This is an optimization exercise on Yosys and OpenROAD, whose aim is small area, not a production implementation. In this exercise RTL edits were held to simulation tests only and were not proved equivalent to the original. Power and IR drop assume default switching activity.

===== flow/config.mk =====
export PLATFORM = sky130hd
export DESIGN_NAME = bsrw
export DESIGN_NICKNAME = bsrw
export VERILOG_FILES = /design/flow/design.v
export SDC_FILE = /design/flow/constraint.sdc
export NUM_CORES = 4
export LEC_CHECK = 0
export CAP_MARGIN = 20
export CORE_MARGIN = 2
export CORE_UTILIZATION = 40
export SLEW_MARGIN = 20

===== flow/constraint.sdc =====
create_clock -name core_clock -period 20.0 [get_ports {clk}]
set_input_delay 4.0000 -clock core_clock [delete_from_list [all_inputs] [get_ports {clk}]]
set_output_delay 4.0000 -clock core_clock [all_outputs]
set_load 0.01 [all_outputs]

===== flow/design.v =====
module bsrw (
    input             clk,
    input             rst,
    input             host_we,
    input      [2:0]  host_addr,
    input      [31:0] host_wdata,
    output            busy,
    output     [31:0] res0,
    output     [31:0] status,
    output            mem_req,
    output            mem_we,
    output     [9:0]  mem_addr,
    output     [7:0]  mem_wdata,
    input      [7:0]  mem_rdata,
    input             mem_ready,
    output            out_valid,
    output     [7:0]  out_data,
    input             out_ready
);
    localparam OP_CREATE = 4'h1, OP_DESTROY = 4'h2, OP_AT_END = 4'h3,
               OP_RD1    = 4'h4, OP_RDBITS  = 4'h5, OP_RDFIELD = 4'h6,
               OP_RDBA   = 4'h7, OP_REMBYT  = 4'h8, OP_REMBIT  = 4'h9,
               OP_WRBITS = 4'hA, OP_WRFIELD = 4'hB, OP_WRBA    = 4'hC,
               OP_DUMP   = 4'hD;
    localparam ST_IDLE = 4'd0,  ST_LD   = 4'd1,  ST_DEC  = 4'd2,  ST_CR   = 4'd3,
               ST_RD   = 4'd4,  ST_RW   = 4'd5,  ST_BA   = 4'd6,  ST_BW   = 4'd7,
               ST_WR   = 4'd8,  ST_DHDR = 4'd9,  ST_DROW = 4'd10, ST_DHEX = 4'd11,
               ST_DBAR = 4'd12, ST_DASC = 4'd13, ST_DSP  = 4'd14, ST_DLF  = 4'd15;
    reg [3:0]  st;
    reg [2:0]  ph;           
    reg [7:0]   rv;
    reg [79:0]  rbase;
    reg [87:0]  rlen;
    reg [111:0] rpos;
    reg [23:0]  rcb;         
    reg [13:0] a0v;
    reg        a0sat, a0neg;
    reg [31:0] arg1, arg2;
    reg [3:0]  opc, cid, wf;
    reg        sf, zf, ill;
    reg [14:0] r0;
    reg        err;
    reg [3:0]  fc;
    reg [1:0]  rs;
    reg [7:0]  acc;
    reg [13:0] R;            
    reg [2:0]  b;            
    reg [10:0] ptr;
    reg [3:0]  col;
    reg        ain, aout;    
    reg        zp;           
    reg        cs, skip;     
    reg        nsrc;         
    assign busy   = (st != ST_IDLE);
    assign res0   = {{17{r0[14]}}, r0};
    assign status = {22'd0, rs, fc, 3'd0, err};
    wire        hv    = rv[7];
    wire [9:0]  hbase = rbase[79:70];
    wire [10:0] hlen  = rlen[87:77];
    wire [13:0] hpos  = rpos[111:98];
    wire [2:0]  hcb   = rcb[23:21];
    wire        at_head = (ph == cid[2:0]);
    wire        inbuf   = ({3'd0, hlen} > hpos);
    wire [9:0]  caddr   = hbase + hpos[9:0];
    wire        rbit    = mem_rdata[~hcb];
    wire        nocb  = (opc == OP_REMBYT) || (opc == OP_RDBA);
    wire [17:0] U     = {hpos, (nocb ? 3'd0 : hcb)} + {4'd0, R};
    wire [18:0] V     = {5'd0, hlen, 3'd0} - {1'b0, U};
    wire        Rnz   = (R != 14'd0);
    wire        posovf = U[17];
    wire        ovr   = sf && Rnz && V[18];
    wire        ge8    = a0sat || (a0v[13:3] != 11'd0);
    wire [11:0] a0c    = ({1'b0, a0v[13:3]} + {11'd0, (a0v[2:0] != 3'd0)});
    wire [11:0] fcount = ge8 ? a0c : 12'd1;
    wire [10:0] dd     = V[13:3];
    wire        a0ge   = a0sat || (a0v >= {3'd0, dd});
    wire        a0eq   = !a0sat && (a0v == {3'd0, dd});
    wire [10:0] nba    = (a0neg || !inbuf) ? 11'd0 : (a0ge ? dd : a0v[10:0]);
    wire        a0zero = !a0sat && (a0v == 14'd0);
    wire        ba_out = !a0neg && (inbuf ? (a0ge && !a0eq) : !a0zero);
    wire        ba_in  = inbuf && !a0neg && !a0zero;
    wire [13:0] Y      = (opc == OP_RDFIELD) ? {2'd0, fcount} :
                         (opc == OP_RDBA)    ? {3'd0, nba} : a0v;
    wire        ysat   = (opc != OP_RDBA) && a0sat;
    wire [14:0] insum  = {1'b0, arg1[13:0]} + {1'b0, Y};
    wire        inr    = !ysat && (arg1[31:14] == 18'd0) && (insum <= 15'd1024);
    wire [32:0] c8t    = {1'b0, arg2} + 33'd7;
    wire        feq    = (arg1 == {2'd0, c8t[32:3]});
    wire        lenbad = (arg1[31:28] != 4'd0);
    wire        uses_ctx = (opc != OP_CREATE) && (opc != OP_DUMP);
    reg [3:0] fault;
    always @(*) begin
        fault = 4'd0;
        if (ill)
            fault = 4'd1;
        else if (uses_ctx && (cid[3] || !hv))
            fault = 4'd2;
        else begin
            case (opc)
                OP_RD1, OP_RDBITS:
                    fault = posovf ? 4'd7 : ovr ? 4'd8 : 4'd0;
                OP_RDFIELD:
                    fault = !inr ? 4'd6 : posovf ? 4'd7 : ovr ? 4'd8 : 4'd0;
                OP_RDBA, OP_DUMP:
                    fault = !inr ? 4'd6 : 4'd0;
                OP_WRBITS:
                    fault = ovr ? 4'd8 : 4'd0;
                OP_WRFIELD:
                    fault = !feq ? 4'd5 : !inr ? 4'd6 : ovr ? 4'd8 : 4'd0;
                OP_WRBA:
                    fault = !inr ? 4'd6 : ovr ? 4'd8 : 4'd0;
                default: fault = 4'd0;
            endcase
        end
    end
    wire [3:0] crfault = lenbad ? 4'd4 : !inr ? 4'd6 : 4'd0;
    wire [31:0] hw = host_wdata;
    reg hill;
    always @(*) begin
        hill = (hw[15:14] != 2'b00) || (hw[31:24] != 8'd0);
        case (hw[3:0])
            OP_CREATE:  hill = hill || (hw[7:4] != 0) || (hw[11:8] != 0) || hw[12] || (hw[23:16] != 0);
            OP_DESTROY, OP_AT_END, OP_RDBA, OP_REMBYT, OP_REMBIT:
                        hill = hill || (hw[11:8] != 0) || hw[12] || hw[13] || (hw[23:16] != 0);
            OP_RD1, OP_RDFIELD, OP_WRFIELD, OP_WRBA:
                        hill = hill || (hw[11:8] != 0) || hw[13] || (hw[23:16] != 0);
            OP_RDBITS:  hill = hill || (hw[11:8] == 0) || (hw[11:8] > 8) || hw[13] || (hw[23:16] != 0);
            OP_WRBITS:  hill = hill || (hw[11:8] == 0) || (hw[11:8] > 8) || hw[13];
            OP_DUMP:    hill = hill || (hw[7:4] != 0) || (hw[11:8] != 0) || hw[12] || hw[13] || (hw[23:16] != 0);
            default:    hill = 1'b1;
        endcase
    end
    wire       bulk   = (opc == OP_WRBA) || ((opc == OP_WRFIELD) && (arg2[2:0] == 3'd0));
    wire       ovw    = bulk && (hcb == 3'd0);
    wire       eskip  = cs ? !inbuf : skip;
    wire       wbit   = acc[~b];
    wire       used = (R[13:4] != 10'd0) || (R[3:0] > col);
    wire [3:0] nib  = b[0] ? mem_rdata[3:0] : mem_rdata[7:4];
    wire [7:0] hexc = (nib < 4'd10) ? {4'h3, nib} : {4'h4, nib - 4'd9};
    reg [7:0] hdrc;
    always @(*) begin
        case (b)
            3'd0: hdrc = "H";
            3'd1: hdrc = "E";
            3'd2: hdrc = "X";
            3'd3: hdrc = "D";
            3'd4: hdrc = "U";
            3'd5: hdrc = "M";
            3'd6: hdrc = "P";
            default: hdrc = 8'h0A;
        endcase
    end
    reg [7:0] dch;
    reg       dout, dmem;
    always @(*) begin
        dch  = 8'h20;
        dout = 1'b0;
        dmem = 1'b0;
        case (st)
            ST_DHDR: begin dout = 1'b1; dch = hdrc; end
            ST_DHEX: begin
                dout = 1'b1;
                if (used && !b[1]) begin dmem = 1'b1; dch = hexc; end
            end
            ST_DBAR: begin dout = 1'b1; dch = (b == 3'd0) ? 8'h7C : 8'h20; end
            ST_DASC: begin
                dout = used; dmem = used;
                dch  = (mem_rdata >= 8'h20 && mem_rdata <= 8'h7E) ? mem_rdata : 8'h2E;
            end
            ST_DSP:  begin dout = 1'b1; end
            ST_DLF:  begin dout = 1'b1; dch = 8'h0A; end
            default: ;
        endcase
    end
    assign out_valid = at_head && dout && (!dmem || mem_ready);
    assign out_data  = dch;
    wire   dgo       = at_head && dout && (!dmem || mem_ready) && out_ready;
    reg m_req, m_we, m_ctx, m_acc, m_zero;
    always @(*) begin
        m_req = 1'b0; m_we = 1'b0; m_ctx = 1'b0; m_acc = 1'b0; m_zero = 1'b0;
        if (at_head) begin
            case (st)
                ST_RD: if (Rnz && inbuf) begin m_req = 1'b1; m_ctx = 1'b1; end
                ST_RW, ST_BW: begin m_req = 1'b1; m_we = 1'b1; m_acc = 1'b1; end
                ST_BA: if (Rnz) begin m_req = 1'b1; m_ctx = 1'b1; end
                ST_WR: begin
                    if (zp) begin
                        m_ctx = 1'b1; m_zero = 1'b1;
                        if (inbuf) begin m_req = 1'b1; m_we = 1'b1; end
                    end else if (!Rnz) begin
                    end else if (nsrc) begin
                        m_req = 1'b1;
                    end else if (!eskip && inbuf) begin
                        m_req = 1'b1; m_we = 1'b1; m_ctx = 1'b1;
                    end
                end
                default: m_req = dmem;
            endcase
        end
    end
    wire [7:0] bmask = 8'h80 >> hcb;
    assign mem_req   = m_req;
    assign mem_we    = m_we;
    assign mem_addr  = m_ctx ? caddr : (ptr[9:0] + {6'd0, col});
    assign mem_wdata = m_acc ? acc :
                       ((m_zero || ovw) ? 8'd0 : mem_rdata) | ((!m_zero && wbit) ? bmask : 8'd0);
    reg        alloc, destroy, mvbit, mvbyte;
    reg        nv;
    reg [9:0]  nbase;
    reg [10:0] nlen;
    reg [13:0] npos;
    reg [2:0]  ncb;
    always @(*) begin
        nv    = hv;
        nbase = hbase;
        nlen  = hlen;
        npos  = hpos + {13'd0, (mvbit && hcb == 3'd7) || mvbyte};
        ncb   = hcb + {2'd0, mvbit};
        if (destroy) nv = 1'b0;
        if (alloc) begin
            nv    = 1'b1;
            nbase = a0v[9:0];
            nlen  = arg1[10:0];
            npos  = 14'd0;
            ncb   = 3'd0;
        end
    end
    wire cr_here = ((st == ST_DEC && at_head && !ill) || st == ST_CR) && (opc == OP_CREATE);
    always @(*) begin
        alloc   = cr_here && !hv && (crfault == 4'd0);
        destroy = (st == ST_DEC) && at_head && (fault == 4'd0) && (opc == OP_DESTROY);
        mvbit   = 1'b0;
        mvbyte  = 1'b0;
        if (at_head) begin
            case (st)
                ST_RD: mvbit  = Rnz && (!inbuf || mem_ready);
                ST_BA: mvbyte = Rnz && mem_ready;
                ST_WR: mvbit  = !zp && Rnz && !nsrc && !eskip && (!inbuf || mem_ready);
                default: ;
            endcase
        end
    end
    always @(posedge clk) begin
        rbase <= {rbase[69:0], nbase};
        rlen  <= {rlen[76:0], nlen};
        rpos  <= {rpos[97:0], npos};
        rcb   <= {rcb[20:0], ncb};
        if (rst) begin
            rv <= 8'd0;
            ph <= 3'd0;
        end else begin
            rv <= {rv[6:0], nv};
            ph <= ph + 3'd1;
        end
    end
    wire [1:0] frs = aout ? (ain ? 2'd1 : 2'd2) : 2'd0;
    always @(posedge clk) begin
        if (rst) begin
            st    <= ST_IDLE;
            a0v   <= 14'd0;
            a0sat <= 1'b0;
            a0neg <= 1'b0;
            arg1  <= 32'd0;
            arg2  <= 32'd0;
            r0    <= 15'd0;
            err   <= 1'b0;
            fc    <= 4'd0;
            rs    <= 2'd0;
        end else begin
            if (host_we) begin
                case (host_addr)
                    3'd1: begin
                        a0v   <= host_wdata[13:0];
                        a0sat <= (host_wdata[31:14] != 18'd0);
                        a0neg <= host_wdata[31];
                    end
                    3'd2: arg1 <= host_wdata;
                    3'd3: arg2 <= host_wdata;
                    default: ;
                endcase
            end
            case (st)
            ST_IDLE: begin
                if (host_we && host_addr == 3'd0) begin
                    opc <= host_wdata[3:0];
                    cid <= host_wdata[7:4];
                    wf  <= host_wdata[11:8];
                    sf  <= host_wdata[12];
                    zf  <= host_wdata[13];
                    ill <= hill;
                    acc <= host_wdata[23:16];
                    st  <= ST_LD;
                end
            end
            ST_LD: begin
                case (opc)
                    OP_RD1:               R <= 14'd1;
                    OP_RDBITS, OP_WRBITS: R <= {10'd0, wf};
                    OP_RDFIELD:           R <= a0v;
                    OP_WRFIELD:           R <= arg2[13:0];
                    OP_WRBA:              R <= {arg1[10:0], 3'd0};
                    OP_DUMP:              R <= arg1[13:0];
                    default:              R <= 14'd0;
                endcase
                b    <= (opc == OP_WRBITS) ? (3'd0 - wf[2:0]) : 3'd0;
                ptr  <= (opc == OP_RDFIELD || opc == OP_RDBA) ? arg1[10:0] : a0v[10:0];
                col  <= 4'd0;
                ain  <= 1'b0;
                aout <= 1'b0;
                zp   <= 1'b0;
                cs   <= 1'b1;
                nsrc <= (opc == OP_WRFIELD) || (opc == OP_WRBA);
                st   <= ST_DEC;
            end
            ST_DEC, ST_CR: begin
                if (opc == OP_CREATE && !ill) begin
                    if (cr_here) begin
                        if (!hv) begin
                            if (crfault != 4'd0) begin
                                r0 <= 15'd0; fc <= crfault; rs <= 2'd0; err <= 1'b1;
                                st <= ST_IDLE;
                            end else begin
                                r0  <= {12'd0, ph};
                                fc  <= 4'd0;
                                rs  <= 2'd0;
                                cid <= {1'b0, ph};
                                zp  <= zf;
                                st  <= ST_WR;
                            end
                        end else if (ph == 3'd7) begin
                            r0 <= 15'd0; fc <= 4'd3; rs <= 2'd0; err <= 1'b1;
                            st <= ST_IDLE;
                        end else begin
                            st <= ST_CR;
                        end
                    end
                end else if (at_head) begin
                    if (fault != 4'd0) begin
                        r0 <= 15'd0; fc <= fault; rs <= 2'd0; err <= 1'b1;
                        st <= ST_IDLE;
                    end else begin
                        r0 <= 15'd0;
                        fc <= 4'd0;
                        rs <= 2'd0;
                        case (opc)
                            OP_DESTROY: st <= ST_IDLE;
                            OP_AT_END:  begin r0 <= {14'd0, !inbuf}; st <= ST_IDLE; end
                            OP_REMBYT:  begin r0 <= V[17:3]; st <= ST_IDLE; end
                            OP_REMBIT:  begin r0 <= inbuf ? {1'b0, V[13:0]} : 15'd0; st <= ST_IDLE; end
                            OP_RD1, OP_RDBITS: st <= ST_RD;
                            OP_RDFIELD: begin r0 <= {3'd0, fcount}; st <= ST_RD; end
                            OP_RDBA: begin
                                r0   <= {4'd0, nba};
                                R    <= {3'd0, nba};
                                ain  <= ba_in;
                                aout <= ba_out;
                                st   <= ST_BA;
                            end
                            OP_DUMP: begin
                                r0 <= {8'd0, ({1'b0, arg1[10:4]} + {7'd0, (arg1[3:0] != 4'd0)})};
                                st <= ST_DHDR;
                            end
                            default: st <= ST_WR;    
                        endcase
                    end
                end
            end
            ST_RD: if (at_head) begin
                if (Rnz) begin
                    if (!inbuf || mem_ready) begin
                        acc  <= {acc[6:0], inbuf & rbit};
                        R    <= R - 14'd1;
                        b    <= b + 3'd1;
                        ain  <= ain | inbuf;
                        aout <= aout | !inbuf;
                        if (opc == OP_RDFIELD && ge8 && b == 3'd7)
                            st <= ST_RW;
                    end
                end else if (opc == OP_RDFIELD) begin
                    if (!ge8)
                        st <= ST_RW;
                    else if (b != 3'd0) begin
                        acc <= {acc[6:0], 1'b0};
                        b   <= b + 3'd1;
                        if (b == 3'd7)
                            st <= ST_RW;
                    end else begin
                        rs <= frs;
                        st <= ST_IDLE;
                    end
                end else begin
                    r0 <= {7'd0, acc};
                    rs <= frs;
                    st <= ST_IDLE;
                end
            end
            ST_RW: if (at_head && mem_ready) begin
                ptr <= ptr + 11'd1;
                if (ge8)
                    st <= ST_RD;
                else begin
                    rs <= frs;
                    st <= ST_IDLE;
                end
            end
            ST_BA: if (at_head) begin
                if (!Rnz) begin
                    rs <= frs;
                    st <= ST_IDLE;
                end else if (mem_ready) begin
                    acc <= mem_rdata;
                    st  <= ST_BW;
                end
            end
            ST_BW: if (at_head && mem_ready) begin
                ptr <= ptr + 11'd1;
                R   <= R - 14'd1;
                st  <= ST_BA;
            end
            ST_WR: if (at_head) begin
                if (zp) begin
                    if (!inbuf || mem_ready)
                        zp <= 1'b0;
                end else if (!Rnz) begin
                    rs <= frs;
                    st <= ST_IDLE;
                end else if (nsrc) begin
                    if (mem_ready) begin
                        acc  <= mem_rdata;
                        ptr  <= ptr + 11'd1;
                        nsrc <= 1'b0;
                        cs   <= 1'b1;
                    end
                end else if (eskip || !inbuf || mem_ready) begin
                    R    <= R - 14'd1;
                    b    <= b + 3'd1;
                    cs   <= 1'b0;
                    skip <= eskip;
                    ain  <= ain | (!eskip && inbuf);
                    aout <= aout | eskip | !inbuf;
                    if (!eskip && hcb == 3'd7)
                        zp <= 1'b1;
                    if (b == 3'd7 && opc != OP_WRBITS)
                        nsrc <= 1'b1;
                end
            end
            ST_DHDR: if (dgo) begin
                b <= b + 3'd1;
                if (b == 3'd7)
                    st <= ST_DROW;
            end
            ST_DROW: if (at_head) begin
                b   <= 3'd0;
                col <= 4'd0;
                if (!Rnz) begin
                    rs <= frs;
                    st <= ST_IDLE;
                end else
                    st <= ST_DHEX;
            end
            ST_DHEX: if (dgo) begin
                if (b == 3'd3 || (b == 3'd2 && col != 4'd7)) begin
                    b   <= 3'd0;
                    col <= col + 4'd1;
                    if (col == 4'd15)
                        st <= ST_DBAR;
                end else
                    b <= b + 3'd1;
            end
            ST_DBAR: if (dgo) begin
                b <= b + 3'd1;
                if (b == 3'd2)
                    st <= ST_DASC;
            end
            ST_DASC: if (at_head) begin
                if (!used)
                    st <= ST_DSP;
                else if (dgo) begin
                    col <= col + 4'd1;
                    if (col == 4'd15)
                        st <= ST_DSP;
                end
            end
            ST_DSP: if (dgo) st <= ST_DLF;
            ST_DLF: if (dgo) begin
                R   <= (R[13:4] == 10'd0 || R == 14'd16) ? 14'd0 : R - 14'd16;
                ptr <= ptr + 11'd16;
                st  <= ST_DROW;
            end
            default: st <= ST_IDLE;
            endcase
        end
    end
endmodule

===== flow/run.sh =====
#!/bin/bash
# synth_recipe.tcl (not shown) runs the flow's synth.tcl, then flattens the netlist and writes it again
# the make line also repeats each setting of config.mk as NAME=value (left out here)
make -C /OpenROAD-flow-scripts/flow DESIGN_CONFIG=/design/flow/config.mk WORK_HOME=/design/flow/orfs CLKGATE_MAP_FILE= SYNTH_SCRIPT=/design/flow/synth_recipe.tcl finish

==> impl_metrics.py, run 1 <==
metrics = {
    "status": {
        "status": "finished clean",
    },
    "final_layout": {
        "n_fill_cell": 5326,
        "drive_gt1_share_pct": 7.69,
        "area_growth_pct": 15.2,
        "multiInputGateArea_sq_um": 11700,
        "antenna_cells": 0,
        "ff_latch_area_sq_um": 10200,
        "nNetsFinal": 2768,
        "fin_area_sq_um": 26400,
    },
    "placement": {
        "io_buffers": 115,
        "dp_hpwl_mm": 60.5,
        "finalWeightedCongestion": 0.986,
        "post_dp_cell_area_sq_um": 24700,
    },
    "pwr": {
        "seq_power_share_pct": 40.9,
        "pwr-share-clk_pct": 36.2,
        "finalPower_mw": 2.66,
        "p_per_area_nw_per_um2": 101,
        "pwr-share-comb_pct": 22.9,
        "switching_power_mw": 0.862,
        "p_int_mw": 1.80,
        "sw_frac_of_total_pct": 32.4,
        "irDropWorstVdd_v": 0.0000730,
        "power_leakage_nw": 10.2,
    },
    "min_path": {
        "whs_path_depth": 0,
        "worstHoldStart": "rlen[12]$_DFF_P_",
        "hold_class": "reg -> reg",
        "hold-path-endpoint": "rlen[23]$_DFF_P_",
    },
    "detailed_routing": {
        "wl_per_cell_um": 23.7,
        "via_count": 19800,
        "drt_iter0_drc": 2223,
        "wl_mm": 80.9,
        "drtPass1Iterations": 9,
        "drcViolationCount": 0,
        "avgViaCountPerCell": 5.80,
        "detail-route-antenna-nets": 0,
    },
    "yosys": {
        "syn_area_sq_um": 22900,
        "synthTopCellsByArea": "dfxtp_1, edfxtp_1, ha_1",
        "synth_top_area_share_pct": 36.8,
        "seq_area_frac_synth_pct": 44.6,
        "synth_edf_count": 60,
        "synthArstFlopShare_pct": 0,
        "synthFlopType": "dfxtp_1",
        "yosysWarnings": 1,
        "syn_area_per_cell_sq_um": 9.02,
        "syn_inst": 2542,
        "yosysTopAreaCell": "dfxtp_1",
        "ys_ff_latch": 481,
        "ys_types": 95,
    },
    "die": {
        "ioPinCount": 142,
        "start_util_pct": 40.6,
        "dieArea_sq_um": 59300,
        "core_area_sq_um": 56500,
        "rows": 87,
        "die_h_um": 243,
        "die_w_um": 243,
    },
    "clock_network": {
        "cts_tree": "yes",
        "htreeDepth": 2,
        "worstSkewPairLatency_ns": 0.64,
        "cts-root-buf": "clkbuf_16",
        "postCtsSetupBuffers": 0,
        "cts_resized": 0,
        "cts_hold_buf": 0,
        "numCtsBuffers": 51,
        "cts.clk_slew.worst_paths_ns": 0.07,
        "cts.sink_count": 481,
        "clock_path_buffers": 3,
    },
    "critical_path": {
        "ff2ff_setup_slack_ns": 8.25,
        "arrival_ns": 12.00,
        "end_kind": "register",
        "critPathKind": "reg -> reg",
        "r2r-end": "R[3]$_DFFE_PP_",
        "worst_path_max_delay_cell": "o41ai_2",
        "timing.rr.start": "opc[3]$_DFFE_PP_",
        "critPathLaunchType": "register",
        "critPathMaxStageDelay_ns": 0.79,
        "r2r_cells": 41,
        "worstPathRequired_ns": 20.25,
        "critPathMaxFanout": 21,
        "path_common_cell": "a21oi_1",
    },
    "sta": {
        "slew_viol_final": 0,
        "final.setup.tns_ns": 0,
        "whs_ns": 0.308,
        "hold_viol_final": 0,
        "worst_pin_slew_ns": 1.01,
        "fmax_mhz": 85.1,
        "post-route-min-period_ns": 11.75,
        "relSlewSlack_pct": 32.2,
        "grt_setup_unrepaired": "false",
        "setup_viol": 0,
        "skew_ns": 0.0430,
        "fin_crit_sh_pct": 58.7,
    },
    "global_route": {
        "grt_pass1_wl_mm": 120,
        "grt.overflow.total": 0,
        "grt_start_max_net_pins": 86,
        "grt_use_total_pct": 26.7,
        "grt_pass1_vias": 18700,
        "antenna_found_initial": 1,
    },
    "run": {
        "cap_violations": 0,
    },
}
-- critical path: cells and delay by family, from the launching register on --
family	cells	cell delay [ns]
AOI/OAI and AO/OA	19	5.10
and+or+nand+nor	11	2.97
adders and majority gates	5	1.35
DFF	1	0.74
xor gates and xnor gates	2	0.48
buffers and inverters	3	0.42
muxes	1	0.26
-- registers in the layout, indices dropped and copies added, names as in the netlist, 8 cells and up --
register,flops
rv,8
R,14
acc,8
rlen,88
r0,15
ptr,10
rpos,112
rbase,80
rcb,24
arg1,32
a0v,14
arg2,32
-- cell type report --
class	instances	area share (%)
Clock inverter	27	0.976
Multi-Input combinational cell	1823	44.1
Sequential cell	481	38.7
Timing Repair Buffer	160	5.63
Tap cell	756	3.58
Inverter	94	1.34
Clock buffer	69	5.62
-- power groups by stage --
stage	clock network, mW	logic, mW	registers, mW
floorplan	0	0.393	1.08
global placement	0	0.588	1.11
detailed placement	0	0.594	1.11
CTS	0.983	0.598	1.09
global route	1.02	0.661	1.09
finish	0.962	0.608	1.09
-- layer usage --
| metal | up-vias | track usage [%] | share of wire [%] |
|---|---|---|---|
| met2 | 841 | 42.3 | 45 |
| met4 | 2 | 10.4 | 3.8 |
| met3 | 156 | 4.04 | 6.7 |
| met5 | - | 0 | 0.048 |
| li1 | 9222 | - | - |
| met1 | 9566 | 36.6 | 44 |
-- stage by stage --
stage               util, %  setup slack (ns)  std cells
floorplan                 -              9.63       2567
global placement       43.7              8.76       3314
detailed placement     43.7              8.53       3314
CTS                    46.7              8.46       3410
global route           46.7              7.41       3410
finish                 46.7              8.25       3410
-- Yosys cell counts, types with 20 or more instances --
master    count
dfxtp_1     421
nand2_1     341
a21oi_1     207
nor2_1      159
clkbuf_1    108
o21ai_0     108
ha_1        105
inv_1        91
xnor2_1      77
nand3_1      61
edfxtp_1     60
nor3_1       57
buf_4        44
xor2_1       41
nor2b_1      40
a21o_1       34
nand2b_1     34
nor4_1       29
o211ai_1     28
a31oi_1      24
mux2_2       23
mux2i_1      23
or3_1        23
and2_1       21
and3_1       21
nand4_1      21
a221oi_1     20
a222oi_1     20
-- logic make-up after synthesis --
logic type	after synthesis	share of synthesized area (%)
fa+ha+maj	109	6.08
other cells	1	0.0164
compound gates	648	18.8
mux	50	2.53
buf+inv	263	5.13
flops	481	44.6
xor+xnor	120	4.68
simple gates	870	18.1
-- worst max path at each step --
stage / end / cells past startpoint / from
floorplan: R[10]$_DFFE_PP_ / 45 / opc[0]$_DFFE_PP_
global placement: R[1]$_DFFE_PP_ / 41 / opc[3]$_DFFE_PP_
detailed placement: R[3]$_DFFE_PP_ / 42 / opc[3]$_DFFE_PP_
CTS: R[3]$_DFFE_PP_ / 41 / opc[3]$_DFFE_PP_
global route: R[3]$_DFFE_PP_ / 41 / opc[3]$_DFFE_PP_
finish: R[3]$_DFFE_PP_ / 41 / opc[3]$_DFFE_PP_
-- cell usage in the layout (no fill, tap or decap), types with 28 or more instances in the layout --
cell type / Yosys / final
o21ai_0: 108 / 107
nand3_1: 61 / 61
a21oi_1: 207 / 206
clkbuf_16: 0 / 52
nor2b_1: 40 / 40
nand2_1: 341 / 340
buf_4: 44 / 46
clkdlybuf4s50_1: 0 / 114
ha_1: 105 / 105
nor2_1: 159 / 157
dfxtp_1: 421 / 421
a21o_1: 34 / 34
inv_1: 91 / 91
xor2_1: 41 / 41
nor3_1: 57 / 54
nor4_1: 29 / 29
xnor2_1: 77 / 77
edfxtp_1: 60 / 60
nand2b_1: 34 / 34
o211ai_1: 28 / 28
==> inputs of run 2 (changes only) <==
--- a/flow/design.v
+++ b/flow/design.v
@@ -60,32 +60,36 @@
     wire [13:0] hpos  = rpos[111:98];
     wire [2:0]  hcb   = rcb[23:21];
     wire        at_head = (ph == cid[2:0]);
-    wire        inbuf   = ({3'd0, hlen} > hpos);
     wire [9:0]  caddr   = hbase + hpos[9:0];
     wire        rbit    = mem_rdata[~hcb];
-    wire        nocb  = (opc == OP_REMBYT) || (opc == OP_RDBA);
-    wire [17:0] U     = {hpos, (nocb ? 3'd0 : hcb)} + {4'd0, R};
-    wire [18:0] V     = {5'd0, hlen, 3'd0} - {1'b0, U};
-    wire        Rnz   = (R != 14'd0);
-    wire        posovf = U[17];
-    wire        ovr   = sf && Rnz && V[18];
+    reg         dph;         
+    wire        pomode = (st == ST_DEC) && !dph;
+    wire        nocb   = (opc == OP_RDBA);
+    wire [15:0] K      = (pomode ? 16'h4000 : {5'd0, hlen}) - {2'd0, hpos};
+    wire        inbuf  = !K[15] && (K[14:0] != 15'd0);
+    wire [2:0]  cm     = nocb ? 3'd0 : hcb;
+    wire [15:0] Kd     = K - {15'd0, (pomode || cm != 3'd0)};
+    wire [2:0]  low3   = pomode ? ~cm : (3'd0 - cm);
+    wire        Rnz    = (R != 14'd0);
+    wire        gt     = Kd[15] ? Rnz : ((Kd[14:11] == 4'd0) && (R > {Kd[10:0], low3}));
+    wire        posovf = gt;
+    wire        ovr    = sf && gt;
     wire        ge8    = a0sat || (a0v[13:3] != 11'd0);
     wire [11:0] a0c    = ({1'b0, a0v[13:3]} + {11'd0, (a0v[2:0] != 3'd0)});
     wire [11:0] fcount = ge8 ? a0c : 12'd1;
-    wire [10:0] dd     = V[13:3];
-    wire        a0ge   = a0sat || (a0v >= {3'd0, dd});
-    wire        a0eq   = !a0sat && (a0v == {3'd0, dd});
-    wire [10:0] nba    = (a0neg || !inbuf) ? 11'd0 : (a0ge ? dd : a0v[10:0]);
+    wire        a0big  = a0sat || (a0v[13:11] != 3'd0);
+    wire        trunc  = a0big || gt;
+    wire [10:0] nba    = (a0neg || !inbuf) ? 11'd0 : (trunc ? K[10:0] : a0v[10:0]);
     wire        a0zero = !a0sat && (a0v == 14'd0);
-    wire        ba_out = !a0neg && (inbuf ? (a0ge && !a0eq) : !a0zero);
+    wire        ba_out = !a0neg && (inbuf ? trunc : !a0zero);
     wire        ba_in  = inbuf && !a0neg && !a0zero;
     wire [13:0] Y      = (opc == OP_RDFIELD) ? {2'd0, fcount} :
                          (opc == OP_RDBA)    ? {3'd0, nba} : a0v;
     wire        ysat   = (opc != OP_RDBA) && a0sat;
     wire [14:0] insum  = {1'b0, arg1[13:0]} + {1'b0, Y};
     wire        inr    = !ysat && (arg1[31:14] == 18'd0) && (insum <= 15'd1024);
-    wire [32:0] c8t    = {1'b0, arg2} + 33'd7;
-    wire        feq    = (arg1 == {2'd0, c8t[32:3]});
+    wire [29:0] c8     = {1'b0, arg2[31:3]} + {29'd0, (arg2[2:0] != 3'd0)};
+    wire        feq    = (arg1 == {2'd0, c8});
     wire        lenbad = (arg1[31:28] != 4'd0);
     wire        uses_ctx = (opc != OP_CREATE) && (opc != OP_DUMP);
     reg [3:0] fault;
@@ -96,21 +100,27 @@
         else if (uses_ctx && (cid[3] || !hv))
             fault = 4'd2;
         else begin
-            case (opc)
-                OP_RD1, OP_RDBITS:
-                    fault = posovf ? 4'd7 : ovr ? 4'd8 : 4'd0;
-                OP_RDFIELD:
-                    fault = !inr ? 4'd6 : posovf ? 4'd7 : ovr ? 4'd8 : 4'd0;
-                OP_RDBA, OP_DUMP:
-                    fault = !inr ? 4'd6 : 4'd0;
-                OP_WRBITS:
-                    fault = ovr ? 4'd8 : 4'd0;
-                OP_WRFIELD:
-                    fault = !feq ? 4'd5 : !inr ? 4'd6 : ovr ? 4'd8 : 4'd0;
-                OP_WRBA:
-                    fault = !inr ? 4'd6 : ovr ? 4'd8 : 4'd0;
-                default: fault = 4'd0;
-            endcase
+            if (!dph) begin
+                case (opc)
+                    OP_RD1, OP_RDBITS:
+                        fault = posovf ? 4'd7 : 4'd0;
+                    OP_RDFIELD:
+                        fault = !inr ? 4'd6 : posovf ? 4'd7 : 4'd0;
+                    OP_DUMP, OP_WRBA:
+                        fault = !inr ? 4'd6 : 4'd0;
+                    OP_WRFIELD:
+                        fault = !feq ? 4'd5 : !inr ? 4'd6 : 4'd0;
+                    default: fault = 4'd0;
+                endcase
+            end else begin
+                case (opc)
+                    OP_RD1, OP_RDBITS, OP_RDFIELD, OP_WRBITS, OP_WRFIELD, OP_WRBA:
+                        fault = ovr ? 4'd8 : 4'd0;
+                    OP_RDBA:
+                        fault = !inr ? 4'd6 : 4'd0;
+                    default: fault = 4'd0;
+                endcase
+            end
         end
     end
     wire [3:0] crfault = lenbad ? 4'd4 : !inr ? 4'd6 : 4'd0;
@@ -228,7 +238,7 @@
     wire cr_here = ((st == ST_DEC && at_head && !ill) || st == ST_CR) && (opc == OP_CREATE);
     always @(*) begin
         alloc   = cr_here && !hv && (crfault == 4'd0);
-        destroy = (st == ST_DEC) && at_head && (fault == 4'd0) && (opc == OP_DESTROY);
+        destroy = (st == ST_DEC) && at_head && dph && (fault == 4'd0) && (opc == OP_DESTROY);
         mvbit   = 1'b0;
         mvbyte  = 1'b0;
         if (at_head) begin
@@ -300,6 +310,7 @@
                     OP_WRFIELD:           R <= arg2[13:0];
                     OP_WRBA:              R <= {arg1[10:0], 3'd0};
                     OP_DUMP:              R <= arg1[13:0];
+                    OP_RDBA:              R <= {a0v[10:0], 3'd0};
                     default:              R <= 14'd0;
                 endcase
                 b    <= (opc == OP_WRBITS) ? (3'd0 - wf[2:0]) : 3'd0;
@@ -310,6 +321,7 @@
                 zp   <= 1'b0;
                 cs   <= 1'b1;
                 nsrc <= (opc == OP_WRFIELD) || (opc == OP_WRBA);
+                dph  <= 1'b0;
                 st   <= ST_DEC;
             end
             ST_DEC, ST_CR: begin
@@ -338,6 +350,8 @@
                     if (fault != 4'd0) begin
                         r0 <= 15'd0; fc <= fault; rs <= 2'd0; err <= 1'b1;
                         st <= ST_IDLE;
+                    end else if (!dph) begin
+                        dph <= 1'b1;
                     end else begin
                         r0 <= 15'd0;
                         fc <= 4'd0;
@@ -345,8 +359,8 @@
                         case (opc)
                             OP_DESTROY: st <= ST_IDLE;
                             OP_AT_END:  begin r0 <= {14'd0, !inbuf}; st <= ST_IDLE; end
-                            OP_REMBYT:  begin r0 <= V[17:3]; st <= ST_IDLE; end
-                            OP_REMBIT:  begin r0 <= inbuf ? {1'b0, V[13:0]} : 15'd0; st <= ST_IDLE; end
+                            OP_REMBYT:  begin r0 <= K[14:0]; st <= ST_IDLE; end
+                            OP_REMBIT:  begin r0 <= inbuf ? {1'b0, Kd[10:0], low3} : 15'd0; st <= ST_IDLE; end
                             OP_RD1, OP_RDBITS: st <= ST_RD;
                             OP_RDFIELD: begin r0 <= {3'd0, fcount}; st <= ST_RD; end
                             OP_RDBA: begin
--- a/flow/config.mk
+++ b/flow/config.mk
@@ -7,5 +7,6 @@
 export LEC_CHECK = 0
 export CAP_MARGIN = 20
 export CORE_MARGIN = 2
-export CORE_UTILIZATION = 40
+export CORE_UTILIZATION = 65
+export CTS_BUF_LIST = sky130_fd_sc_hd__clkbuf_4
 export SLEW_MARGIN = 20
==> run 2 against run 1 <==
Total power decreased by 8.3%. First-iteration DRC count increased by 34%. Critical path type unchanged. Core utilization increased by 26 points. Cell area decreased by 2.4%. Routed wire length decreased by 3.1%. Register-to-register slack got worse by 0.31 ns. Fmax decreased by 2.6%. Sequential share of layout area increased by 1.1 points. Still clean on timing, DRC and antenna. Synthesized cell count increased by 2.6%. Clock power decreased by 19%. Clock skew increased by 0.0020 ns.
==> impl_metrics.py, run 2 <==
metrics = {
    "sta": {
        "fmax_mhz": 83.0,
        "setup_viol": 0,
        "hold_viol_final": 0,
        "fin_crit_sh_pct": 60.3,
        "worst_pin_slew_ns": 1.11,
        "skew_ns": 0.0450,
        "relSlewSlack_pct": 25.7,
        "final.setup.tns_ns": 0,
        "grt_setup_unrepaired": "false",
        "slew_viol_final": 0,
        "post-route-min-period_ns": 12.05,
    },
    "clock_network": {
        "htreeDepth": 3,
        "cts-root-buf": "clkbuf_4",
        "cts_hold_buf": 0,
        "postCtsSetupBuffers": 0,
        "clock_path_buffers": 3,
        "worstSkewPairLatency_ns": 0.85,
        "numCtsBuffers": 113,
        "cts_resized": 0,
        "cts.sink_count": 482,
        "cts.clk_slew.worst_paths_ns": 0.07,
        "cts_tree": "yes",
    },
    "detailed_routing": {
        "drt_iter0_drc": 2984,
        "wl_mm": 78.4,
        "via_count": 21400,
        "wl_per_cell_um": 24.2,
        "detail-route-antenna-nets": 0,
        "drtPass1Iterations": 8,
        "drcViolationCount": 0,
        "avgViaCountPerCell": 6.62,
    },
    "global_route": {
        "grt.overflow.total": 0,
        "grt_use_total_pct": 40.6,
        "grt_start_max_net_pins": 86,
        "grt_pass1_vias": 20500,
        "antenna_found_initial": 2,
        "grt_pass1_wl_mm": 118,
    },
    "yosys": {
        "synth_top_area_share_pct": 36.1,
        "syn_inst": 2609,
        "synthTopCellsByArea": "dfxtp_1, edfxtp_1, nand2_1",
        "syn_area_per_cell_sq_um": 8.94,
        "ys_types": 119,
        "synthMuxAreaShare_pct": 2.39,
        "yosysMostFrequentCell": "dfxtp_1",
        "synth_edf_count": 61,
        "seq_area_frac_synth_pct": 44.0,
        "synth_top_family_by_area": "simple AND/OR/NAND/NOR gates",
        "yosys.area_share.simple_pct": 19.6,
        "synthFlopType": "dfxtp_1",
        "synthArstFlopShare_pct": 0,
        "syn_area_sq_um": 23300,
        "synth_xor_area_share_pct": 4.47,
        "ys_ff_latch": 482,
        "yosysTopAreaCell": "dfxtp_1",
        "synth_compound_area_share_pct": 19.3,
        "synthTopCellsByCount": "dfxtp_1, nand2_1, a21oi_1, nor2_1, o21ai_0",
        "yosysWarnings": 1,
        "synth_fa_ha_area_share_pct": 4.96,
    },
    "pwr": {
        "p_per_area_nw_per_um2": 94.6,
        "power_leakage_nw": 10.0,
        "irDropWorstVdd_v": 0.000106,
    },
    "die": {
        "core_area_sq_um": 35500,
        "die_h_um": 193,
        "ioPinCount": 142,
        "die_w_um": 193,
        "start_util_pct": 65.7,
        "rows": 69,
        "dieArea_sq_um": 37400,
    },
    "final_layout": {
        "drive_gt1_share_pct": 9.94,
        "area_growth_pct": 10.5,
        "fin_area_sq_um": 25800,
        "most-common-layout-cells": "dfxtp_1, nand2_1, a21oi_1",
        "fin_cells": 3241,
        "nNetsFinal": 2837,
        "layout_commonest_cell": "dfxtp_1",
        "top_register": "rpos",
        "largest_reg_flops": 112,
        "reg_top3": "rpos (112), rlen (88), rbase (80)",
    },
    "critical_path": {
        "path_common_cell": "ha_1",
        "critPathMaxStageDelay_ns": 0.70,
        "worstPathRequired_ns": 20.45,
        "critPathMaxFanout": 32,
        "timing.rr.start": "st[3]$_SDFFE_PP0P_",
        "worst_path_max_delay_cell": "nor2_1",
        "r2r-end": "R[9]$_DFFE_PP_",
        "arrival_ns": 12.50,
        "ff2ff_setup_slack_ns": 7.95,
        "end_kind": "register",
        "critPathLaunchType": "register",
        "r2r_cells": 36,
        "critPathKind": "reg -> reg",
    },
    "placement": {
        "io_buffers": 115,
        "finalWeightedCongestion": 1.08,
        "post_dp_cell_area_sq_um": 24400,
        "dp_cells": 3045,
        "dp_hpwl_mm": 57.0,
    },
    "min_path": {
        "hold-path-endpoint": "rbase[66]$_DFF_P_",
        "hold_class": "reg -> reg",
        "worstHoldStart": "rbase[56]$_DFF_P_",
        "whs_path_depth": 0,
    },
    "run": {
        "cap_violations": 0,
    },
    "status": {
        "status": "finished clean",
    },
}
-- run 2: cell count changes after synthesis, moves of 10 or more --
cell / before / now
nand2_1: 341 / 397
o21ai_0: 108 / 130
ha_1: 105 / 86
inv_1: 91 / 72
mux2_2: 23 / 5
mux2i_1: 23 / 41
a222oi_1: 20 / 4
and2_1: 21 / 35
buf_2: 6 / 17
nand2b_1: 34 / 23
a31oi_1: 24 / 34
-- run 2: per-layer routing --
metal	vias to the layer above	wire (um)	GRT usage (%)
met5	-	0	0
met4	0	4720	23.4
met3	313	9120	10.1
met2	1486	34200	61.4
met1	10100	30300	53.0
li1	9546	-	-
-- run 2: cell families (layout without fill, tap and decap cells) --
logic type,Yosys count,count (layout)
muxes,50,50
AOI/OAI and AO/OA,666,666
xor gates and xnor gates,119,119
adders and majority gates,90,90
and+or+nand+nor,939,939
buffers and inverters,262,404
DFF,482,482
other,1,30
-- run 2: worst max-delay path by stage --
| stage | startpoint | end | slack, ns | cells after the start |
|---|---|---|---|---|
| global placement | st[2]$_SDFFE_PP0P_ | R[11]$_DFFE_PP_ | 8.78 | 38 |
| CTS | st[3]$_SDFFE_PP0P_ | R[9]$_DFFE_PP_ | 8.23 | 36 |
| detailed placement | st[3]$_SDFFE_PP0P_ | R[9]$_DFFE_PP_ | 8.33 | 36 |
| finish | st[3]$_SDFFE_PP0P_ | R[9]$_DFFE_PP_ | 7.95 | 36 |
| floorplan | st[2]$_SDFFE_PP0P_ | R[10]$_DFFE_PP_ | 10.36 | 39 |
| global route | st[3]$_SDFFE_PP0P_ | R[9]$_DFFE_PP_ | 7.33 | 38 |
-- run 2: final cells by class --
cell class | count | area (sq um)
diodes | 4 | 10.0
clock buffers | 158 | 1190
clock inverters | 34 | 223
fillers | 2570 | 9700
inverters | 73 | 274
multi-input cells | 1890 | 11900
flip-flops and latches | 482 | 10300
well taps | 461 | 577
repair buffers | 139 | 1330
-- run 2: per-stage QoR --
step | setup slack, ns | hold WS, ns | utilization, % | power, mW
after global placement | 8.78 | 0.310 | 68.6 | 1.64
after floorplan | 10.36 | 0.310 | - | 1.46
final | 7.95 | 0.304 | 72.7 | 2.44
after global routing | 7.33 | 0.313 | 72.6 | 2.53
after detailed placement | 8.33 | 0.312 | 68.6 | 1.65
after CTS | 8.23 | 0.299 | 72.6 | 2.42
-- run 2: critical path: cells and delay by family (launching register included) --
family / cells / cell delay (ns)
xor+xnor: 2 / 0.60
flops: 1 / 0.30
fa+ha+maj: 4 / 1.23
compound gates: 14 / 3.73
buf+inv: 2 / 0.28
simple gates: 14 / 5.50
-- run 2: power by group --
group          total [mW]  internal, mW  switching [mW]
sequential           1.08          1.03          0.0464
combinational       0.579         0.201           0.378
clock               0.781         0.392           0.389
==> inputs of run 3 (changes only) <==
--- a/flow/design.v
+++ b/flow/design.v
@@ -264,31 +264,26 @@
         end
     end
     wire [1:0] frs = aout ? (ain ? 2'd1 : 2'd2) : 2'd0;
+    wire [31:0] awd = rst ? 32'd0 : host_wdata;
+    always @(posedge clk) begin
+        if (rst || (host_we && host_addr == 3'd1)) begin
+            a0v   <= awd[13:0];
+            a0sat <= (awd[31:14] != 18'd0);
+            a0neg <= awd[31];
+        end
+        if (rst || (host_we && host_addr == 3'd2))
+            arg1 <= awd;
+        if (rst || (host_we && host_addr == 3'd3))
+            arg2 <= awd;
+    end
     always @(posedge clk) begin
         if (rst) begin
             st    <= ST_IDLE;
-            a0v   <= 14'd0;
-            a0sat <= 1'b0;
-            a0neg <= 1'b0;
-            arg1  <= 32'd0;
-            arg2  <= 32'd0;
             r0    <= 15'd0;
             err   <= 1'b0;
             fc    <= 4'd0;
             rs    <= 2'd0;
         end else begin
-            if (host_we) begin
-                case (host_addr)
-                    3'd1: begin
-                        a0v   <= host_wdata[13:0];
-                        a0sat <= (host_wdata[31:14] != 18'd0);
-                        a0neg <= host_wdata[31];
-                    end
-                    3'd2: arg1 <= host_wdata;
-                    3'd3: arg2 <= host_wdata;
-                    default: ;
-                endcase
-            end
             case (st)
             ST_IDLE: begin
                 if (host_we && host_addr == 3'd0) begin
==> flow/flow/run.sh (new file) <==
#!/bin/bash
# The standard layout (standard.sh), with two changes to how it is made:
#  * ports are buffered with sky130_fd_sc_hd__buf_1 instead of the resizer's default pick;
#  * clock tree synthesis uses clkbuf_4 buffers and no dummy loads.
# The full make output (every tool's log) goes to flow_make.log here; ORFS keeps
# each step's own log under orfs/logs/.
set -uo pipefail
bash standard.sh \
  "BUFFER_PORTS_ARGS=-buffer_cell sky130_fd_sc_hd__buf_1" \
  "CTS_ARGS=-sink_clustering_enable -repair_clock_nets -dont_use_dummy_load -buf_list sky130_fd_sc_hd__clkbuf_4" \
  finish > flow_make.log 2>&1
status=$?
tail -20 flow_make.log
exit $status
==> flow/standard.sh (new file) <==
#!/bin/bash
# synth_recipe.tcl (not shown) runs the flow's synth.tcl, then flattens the netlist and writes it again
# the make line also repeats each setting of config.mk as NAME=value (left out here)
make -C /OpenROAD-flow-scripts/flow DESIGN_CONFIG=/design/flow/config.mk WORK_HOME=/design/flow/orfs CLKGATE_MAP_FILE= SYNTH_SCRIPT=/design/flow/synth_recipe.tcl "${@:-finish}"
--- a/flow/config.mk
+++ b/flow/config.mk
@@ -7,6 +7,5 @@
 export LEC_CHECK = 0
 export CAP_MARGIN = 20
 export CORE_MARGIN = 2
-export CORE_UTILIZATION = 65
-export CTS_BUF_LIST = sky130_fd_sc_hd__clkbuf_4
+export CORE_UTILIZATION = 40
 export SLEW_MARGIN = 20
removed: flow/run.sh
==> run 3 against run 2 <==
Sequential power rose by 8%. Sequential share of layout area rose by 5.4 points. Clock power is 24% lower. Setup slack lost 0.020 ns. Die area rose by 57%. Largest power group unchanged. Highest routed layer unchanged.
==> impl_metrics.py, run 3 <==
metrics = {
    "status": {
        "status": "finished clean",
    },
    "critical_path": {
        "critPathKind": "reg -> reg",
        "worst_path_max_delay_cell": "a21oi_1",
        "arrival_ns": 12.55,
        "critPathMaxFanout": 38,
        "critPathLaunchType": "register",
        "critPathMaxStageDelay_ns": 0.86,
        "worstPathRequired_ns": 20.47,
        "end_kind": "register",
    },
    "clock_network": {
        "cts.sink_count": 482,
        "numCtsBuffers": 117,
        "clock_path_buffers": 3,
        "cts.clk_slew.worst_paths_ns": 0.06,
        "postCtsSetupBuffers": 0,
        "cts-root-buf": "clkbuf_4",
        "htreeDepth": 3,
        "cts_tree": "yes",
        "cts_resized": 0,
        "cts_hold_buf": 0,
        "worstSkewPairLatency_ns": 0.89,
    },
    "global_route": {
        "grt_pass1_wl_mm": 113,
        "antenna_found_initial": 4,
        "grt.overflow.total": 0,
        "grt_use_total_pct": 25.3,
        "grt_pass1_vias": 18100,
        "grt_start_max_net_pins": 63,
    },
    "final_layout": {
        "fin_area_sq_um": 24500,
        "top_register": "rpos",
        "most-common-layout-cells": "dfxtp_1, nand2_1, nor2_1",
        "largest_reg_flops": 112,
        "utilization_pct": 43.6,
        "layout_commonest_cell": "dfxtp_1",
        "fin_cells": 3234,
        "nNetsFinal": 2616,
        "reg_top3": "rpos (112), rlen (88), rbase (80)",
        "drive_gt1_share_pct": 7.52,
        "area_growth_pct": 8.12,
    },
    "detailed_routing": {
        "detail-route-antenna-nets": 0,
        "wl_mm": 76.1,
        "avgViaCountPerCell": 5.84,
        "wl_per_cell_um": 23.5,
        "drcViolationCount": 0,
        "drtPass1Iterations": 6,
        "via_count": 18900,
        "drt_iter0_drc": 1942,
    },
    "die": {
        "start_util_pct": 40.3,
        "die_h_um": 242,
        "ioPinCount": 142,
        "rows": 87,
        "die_w_um": 242,
        "dieArea_sq_um": 58600,
        "core_area_sq_um": 56200,
    },
    "yosys": {
        "synthFlopType": "dfxtp_1",
        "syn_area_sq_um": 22700,
        "synthTopCellsByArea": "dfxtp_1, edfxtp_1, ha_1",
        "yosysTopAreaCell": "dfxtp_1",
        "synthTopCellsByCount": "dfxtp_1, nand2_1, nor2_1, edfxtp_1, o21ai_0",
        "ys_types": 93,
        "yosysWarnings": 1,
        "synth_edf_count": 141,
        "syn_inst": 2342,
        "ys_ff_latch": 482,
        "seq_area_frac_synth_pct": 48.8,
        "yosysMostFrequentCell": "dfxtp_1",
        "synth_top_area_share_pct": 30.1,
        "syn_area_per_cell_sq_um": 9.68,
        "synthArstFlopShare_pct": 0,
    },
    "pwr": {
        "finalPower_mw": 2.34,
        "irDropWorstVdd_v": 0.0000480,
        "power_leakage_nw": 9.31,
        "p_per_area_nw_per_um2": 95.6,
    },
    "placement": {
        "io_buffers": 115,
        "dp_hpwl_mm": 57.6,
        "dp_cells": 3114,
        "place_ws_ns": 8.13,
        "post_dp_cell_area_sq_um": 23600,
        "finalWeightedCongestion": 0.951,
    },
    "sta": {
        "worst_pin_slew_ns": 1.09,
        "skew_ns": 0.111,
        "final.setup.tns_ns": 0,
        "whs_ns": 0.272,
        "slew_viol_final": 0,
        "setup_viol": 0,
        "hold_viol_final": 0,
        "post-route-min-period_ns": 12.07,
        "relSlewSlack_pct": 27.0,
        "grt_setup_unrepaired": "false",
        "timing.final.ws_setup_ns": 7.93,
        "fmax_mhz": 82.8,
        "fin_crit_sh_pct": 60.4,
    },
    "min_path": {
        "hold_class": "reg -> reg",
    },
    "run": {
        "cap_violations": 0,
    },
}
[run 3: cell types whose count changed in the layout (fill, tap and decap cells not counted), sizes merged, moves of 10 or more]
cell / delta
a21oi: -78
buf: +112
clkbuf: -40
clkdlybuf4s50: -114
clkinv: -27
dfxtp: -80
edfxtp: +80
inv: -14
nand2: -125
nor2b: +29
o221ai: -10
[run 3: path summary, 6_finish.rpt]
kind                      startpoint                end  slack [ns]  cells after the start
setup / recovery  st[2]$_SDFFE_PP0P_     R[7]$_DFFE_PP_        7.93                     37
hold reg to reg    rbase[63]$_DFF_P_  rbase[73]$_DFF_P_        0.27                      0
setup reg to reg  st[2]$_SDFFE_PP0P_     R[7]$_DFFE_PP_        7.93                     37
hold / removal     rbase[63]$_DFF_P_  rbase[73]$_DFF_P_        0.27                      0
[run 3: area by class of cell]
cell class / instances / area [sq um]
Inverter: 64 / 240
Clock buffer: 117 / 878
Sequential cell: 482 / 11100
Timing Repair Buffer: 138 / 606
Antenna cell: 3 / 7.51
Multi-Input combinational cell: 1674 / 10800
Tap cell: 756 / 946
Fill cell: 5564 / 31700
[run 3: power breakdown]
part,total (mW),switching (mW),internal [mW]
clock network,0.591,0.329,0.263
registers,1.17,0.0921,1.08
logic,0.575,0.373,0.202
[run 3: critical path: cells and delay by family (launching register included)]
kind	cells	cell delay, ns
DFF	1	0.30
AOI/OAI and AO/OA	13	4.61
adders and majority gates	5	1.42
xor gates and xnor gates	1	0.19
muxes	2	0.61
and+or+nand+nor	14	4.08
buffers and inverters	2	0.42
[run 3: metal layers]
metal	track usage, %	routed length, um
met3	4.93	5460
met5	0	0
met1	33.5	32500
met4	9.11	2380
met2	41.1	35800
[run 3: cell families (layout without fill, tap and decap cells)]
logic type | Yosys count | in the layout | share of synthesized area (%)
fa+ha+maj | 91 | 91 | 5.16
mux | 44 | 44 | 2.20
xor+xnor | 120 | 120 | 4.70
compound gates | 561 | 561 | 16.9
buf+inv | 211 | 319 | 4.31
simple gates | 832 | 832 | 17.9
other cells | 1 | 29 | 0.0165
flops | 482 | 482 | 48.8

-- port drivers added, routing unchanged --
No port has a modelled driver above. Below, the same layouts with a new extraction and two added sets of constraints. Step 1 sets driving cells, clkbuf_16 on the clock port and buf_2 on the other inputs (assumed; they add their load-dependent delay and slew). Step 2 adds t to the input delays and takes it off the output delays; t is the mean of the earliest and latest rising clock arrival at the registers after step 1. Input paths then give back, and output paths get back, about the clock's delay inside the block. a / b / c = ideal ports / drivers / drivers and shift; a / b = the first two.
| run | t, ns | setup WS [ns] | clock arrival spread, ns | slew at the worst register clock pin (ns) | cell pins on the clock port's net |
|---|---|---|---|---|---|
| run 1 | 0.680 | 8.255 / 8.255 / 8.255 | 0.043 / 0.043 | 0.07 / 0.07 | 1 |
| run 2 | 0.883 | 7.946 / 7.946 / 7.946 | 0.046 / 0.046 | 0.08 / 0.08 | 1 |
| run 3 | 0.895 | 7.926 / 7.926 / 7.926 | 0.117 / 0.117 | 0.07 / 0.07 | 1 |
After both steps every run listed still meets setup and hold.
